Source: an optimization exercise on an open RTL-to-GDS flow (aim: small area, a short achievable clock period and few clock cycles per item). Production flows keep margins and buffers that such runs may drop.
Only simulation tests tie the RTL to the original design; equivalence was not proved.
No activity file was given, so power comes from the tool's default toggle rates.

==> branch nickel <==
// hs1_codec
module hs1_codec (
    input  wire        clk,
    input  wire        rst,
    input  wire        bus_valid,
    input  wire        bus_write,
    input  wire [11:0] bus_addr,
    input  wire [31:0] bus_wdata,
    output reg  [31:0] bus_rdata,
    output reg         bus_err,
    output wire        busy,
    output wire        irq
);
    localparam [31:0] ID_VALUE = 32'h48533101;
    localparam [3:0] OP_NOP = 4'h0, OP_CONF = 4'h1, OP_DEC = 4'h2,
                     OP_ENC = 4'h3, OP_REL  = 4'h4;
    localparam [1:0] ST_UNCONF = 2'b00, ST_KEYED = 2'b01, ST_RELEASED = 2'b10;
    localparam [3:0] E_OK = 4'd0, E_UNKNOWN_TYPE = 4'd1, E_BAD_MSG_LEN = 4'd2,
                     E_BAD_IV_LEN = 4'd3, E_BAD_PLAIN_LEN = 4'd4,
                     E_SIG_FAIL = 4'd5, E_NOT_CONF = 4'd6, E_BAD_KEY_LEN = 4'd7,
                     E_ILLEGAL = 4'd8;
    localparam [159:0] SHA1_IV = 160'h67452301_EFCDAB89_98BADCFE_10325476_C3D2E1F0;
    localparam [31:0] K1 = 32'h5A827999, K2 = 32'h6ED9EBA1,
                      K3 = 32'h8F1BBCDC, K4 = 32'hCA62C1D6;
    reg [511:0] enc_stage, int_stage;      
    reg [127:0] iv_buf;
    reg [511:0] data_in;
    reg [15:0]  ev, kv, dv;                
    reg [3:0]   vv;                        
    reg [287:0] data_out;                  
    reg         dout_v;                    
    reg [31:0]  len_r;
    reg [1:0]   state;
    reg         busy_r;
    reg [2:0]   act_type;
    reg [3:0]   err_code, last_op;
    reg [5:0]   out_len;
    reg [2:0]   int_st, int_en;
    reg [3:0]   pend_op;
    reg [2:0]   pend_type;
    wire [7:0] in_len      = len_r[7:0];
    wire [7:0] iv_len      = len_r[15:8];
    wire [7:0] enc_key_len = len_r[23:16];
    wire [7:0] int_key_len = len_r[31:24];
    assign busy = busy_r;
    assign irq  = |(int_st & int_en);
    wire [11:0] off = bus_addr;
    wire aligned   = (off[1:0] == 2'b00);
    wire in_regs   = (off < 12'h018);
  ...
make LEC_CHECK=0 CAP_MARGIN=40 CELL_PAD_IN_SITES_DETAIL_PLACEMENT=1 CELL_PAD_IN_SITES_GLOBAL_PLACEMENT=1 CORE_MARGIN=2 CORE_UTILIZATION=40 CTS_BUF_LIST=sky130_fd_sc_hd__clkbuf_8 PLACE_DENSITY=0.55 SETUP_SLACK_MARGIN=4 SLEW_MARGIN=20 finish   # period 10.0 ns
run.sh (not shown) runs the stock make flow with config.mk's settings and CLKGATE_MAP_FILE= SYNTH_SCRIPT=/design/flow/synth_recipe.tcl, a recipe that flattens the netlist after the stock synthesis.
==> branch zinc (differences from branch nickel) <==
--- a/flow/design.v
+++ b/flow/design.v
@@ -1,21 +1,15 @@
 module hs1_sha1 (
-    input  wire        f_ch,      
-    input  wire        f_maj,     
-    input  wire [31:0] a, b, c,
-    input  wire [31:0] fq, p0, p1,
+    input  wire [31:0] a,
+    input  wire [31:0] fu, fv, fw,
+    input  wire [31:0] fp, fn, p1,
     output wire [31:0] a1,        
     output wire [31:0] a2         
 );
-    wire [31:0] rb = {b[1:0], b[31:2]};
-    wire [31:0] f1 = f_ch  ? ((a & rb) | (~a & c)) :
-                     f_maj ? ((a & rb) | (a & c) | (rb & c)) :
-                             (a ^ rb ^ c);
-    wire [31:0] x1 = add_pp(f1, p1);
     function [31:0] add_pp;
         input [31:0] x, y;
         reg   [31:0] g, p, t;
         integer i, s;
         begin
             g = x & y;
             p = x ^ y;
             t = p;
@@ -23,19 +17,21 @@
                 for (i = 31; i >= s; i = i - 1) begin
                     g[i] = g[i] | (t[i] & g[i-s]);
                     t[i] = t[i] & t[i-s];
                 end
             add_pp = p ^ {g[30:0], 1'b0};
         end
     endfunction
     wire [31:0] ra = {a[26:0], a[31:27]};
-    wire [31:0] cs = ra ^ fq ^ p0;
-    wire [31:0] cc = (ra & fq) | (ra & p0) | (fq & p0);
+    wire [31:0] cs = ra ^ fu;
+    wire [31:0] cc = (ra & fw) | (~ra & fv);
     assign a1 = add_pp(cs, {cc[30:0], 1'b0});
+    wire [31:0] f1 = (a & fp) | (~a & fn);
+    wire [31:0] x1 = add_pp(f1, p1);
     assign a2 = add_pp({a1[26:0], a1[31:27]}, x1);
 endmodule
 module hs1_codec (
     input  wire        clk,
     input  wire        rst,
     input  wire        bus_valid,
     input  wire        bus_write,
     input  wire [11:0] bus_addr,
@@ -142,21 +138,21 @@
             default: begin msg_len = 8'd28; pay_len = 8'd8;  end
         endcase
     end
     wire ty16 = (act_type == 3'd0);
     wire ty12 = (act_type == 3'd3);
     reg  [5:0]   cnt;
     reg  [2:0]   st;
     reg          ph_setup, ph_round;           
-    reg          f_ch, f_maj;                  
     reg  [159:0] h0, h1, h2, h3;
     reg  [31:0]  a, b, c, d, e;
-    reg  [31:0]  fq;               
-    reg  [31:0]  p0, p1;           
+    reg  [31:0]  fu, fv, fw;
+    reg  [31:0]  fp, fn;
+    reg  [31:0]  p1;               
     reg  [511:0] win;              
     reg  [63:0]  nb;               
     reg  [31:0]  dg;               
     reg  [127:0] xpad;             
     reg  is_conf, is_dec;          
     reg  last, prelast;            
     reg  sw_nb;                    
     reg  sw_sch;                   
@@ -296,34 +292,38 @@
     wire [31:0] pe1 = ph_setup ? h_load[63:32] : rotl30(b);
     wire [31:0] p0_next = pe0 + (last ? h_cur[31:0]  : kn) + w0;
     wire [31:0] p1_next = pe1 + (last ? h_cur[63:32] : kn) + w1 +
                           (prelast ? h_cur[159:128] : 32'd0);
     wire [31:0] ffb = h_cur[127:96] + ra1;
     wire [31:0] ffc = h_cur[95:64]  + rotl30(a);
     wire [31:0] ra1, ra2;
     hs1_sha1 u_rounds (
-        .f_ch (f_ch), .f_maj (f_maj),
-        .a (a), .b (b), .c (c),
-        .fq (fq), .p0 (p0), .p1 (p1),
+        .a (a),
+        .fu (fu), .fv (fv), .fw (fw),
+        .fp (fp), .fn (fn), .p1 (p1),
         .a1 (ra1), .a2 (ra2)
     );
     wire       nx_ch  = ph_setup || (cnt < 6'd10);
     wire       nx_maj = !ph_setup && (cnt >= 6'd20) && (cnt < 6'd30);
     wire [31:0] nb_b = ph_setup ? h_load[127:96] : ra1;
     wire [31:0] nb_c = ph_setup ? h_load[95:64]  : rotl30(a);
     wire [31:0] nb_d = ph_setup ? h_load[63:32]  : rotl30(b);
+    wire [31:0] fq_next = fsel(nx_ch, nx_maj, nb_b, nb_c, nb_d);
+    wire [31:0] ny = rotl30(nb_b);
+    wire [31:0] nz = nb_c;
     always @(posedge clk) begin
         win  <= {w1, w0, win[511:64]};
-        p0   <= p0_next;
         p1   <= p1_next;
         nb   <= bw;
-        fq   <= fsel(nx_ch, nx_maj, nb_b, nb_c, nb_d);
-        f_ch  <= nx_ch;
-        f_maj <= nx_maj;
+        fu   <= fq_next ^ p0_next;
+        fv   <= fq_next & p0_next;
+        fw   <= fq_next | p0_next;
+        fp   <= nx_ch ? ny : nx_maj ? (ny | nz) : ~(ny ^ nz);
+        fn   <= nx_ch ? nz : nx_maj ? (ny & nz) : (ny ^ nz);
         if (ph_round) begin
             a <= ra2;
             b <= last ? ffb : ra1;
             c <= last ? ffc : rotl30(a);
             d <= last ? p1_next : rotl30(b);
             e <= last ? p0_next : c;
         end else begin
             {a, b, c, d, e} <= h_load;
Settings changed: CORE_UTILIZATION 40 to 45, PLACE_DENSITY 0.55 to 0.58, SETUP_SLACK_MARGIN 4 to 5.
==> comparison table <==
| quantity | branch zinc | branch nickel |
|---|---|---|
| Status | timing/DRC/antenna clean | timing/DRC/antenna clean |
| RD Place Congestion | 1.01 | 1.01 |
| Switching Fraction | 24.9% | 25.2% |
| Area fraction in and, or, nand and nor cells after synthesis | 7.93% | 7.83% |
| Cell count after placement | 18200 | 18200 |
| Depth of the worst register-to-register path | 21 | 25 |
| Setup slack at placement | 2.45 ns | 2.39 ns |
| Logic pwr share | 5.7% | 5.5% |
| Post-layout worst setup margin | 4.56 ns | 3.79 ns |
| Layout Nets | 14900 | 14000 |
| Footprint of the flip-flops and latches | 0.105 mm^2 | 0.103 mm^2 |
| Layout fillers | 37700 | 42200 |
| Vias | 133000 | 125000 |
| Utilization of the core after routing | 53.6% | 46.4% |
| Net switching power | 8.30 mW | 8.24 mW |
| Met3 Usage GRT | 13.3% | 11.5% |
| Mux cell area share after synthesis | 6.63% | 6.97% |
Testbench counts of branch nickel, summed over its fixed seeds: cycles 35,851, items 192.
Testbench counts of branch zinc, summed over its fixed seeds: cycles 35,851, items 192.

-- port drivers added, routing unchanged --
The results above use ideal ports. As a check the final layouts listed here were re-extracted and re-timed, cells and wires unchanged.
Step 1, drivers: a clkbuf_16 drives clk and a buf_2 each remaining input, both assumed.
Step 2 also shifts input and output timing later by t, the mid clock arrival at the registers, as if the neighbouring blocks saw the same clock.
Three values: ideal ports, drivers, drivers and shift; two values: the first two.
| run | t, ns | setup WS [ns] | hold slack, ns | slew at the worst register clock pin (ns) | worst slew at a driven data input, ns |
|---|---|---|---|---|---|
| branch nickel | 1.409 | 3.790 / 3.790 / 2.674 | 0.304 / 0.304 / 0.304 | 0.08 / 0.08 | 0.12 |
| branch zinc | 1.405 | 4.562 / 4.562 / 3.559 | 0.315 / 0.315 / 0.315 | 0.08 / 0.08 | 0.26 |
After both steps every run listed still meets setup and hold. The setup slack of branch nickel, which loses most, moves by 0.000 ns with the drivers and by -1.116 ns with both steps.
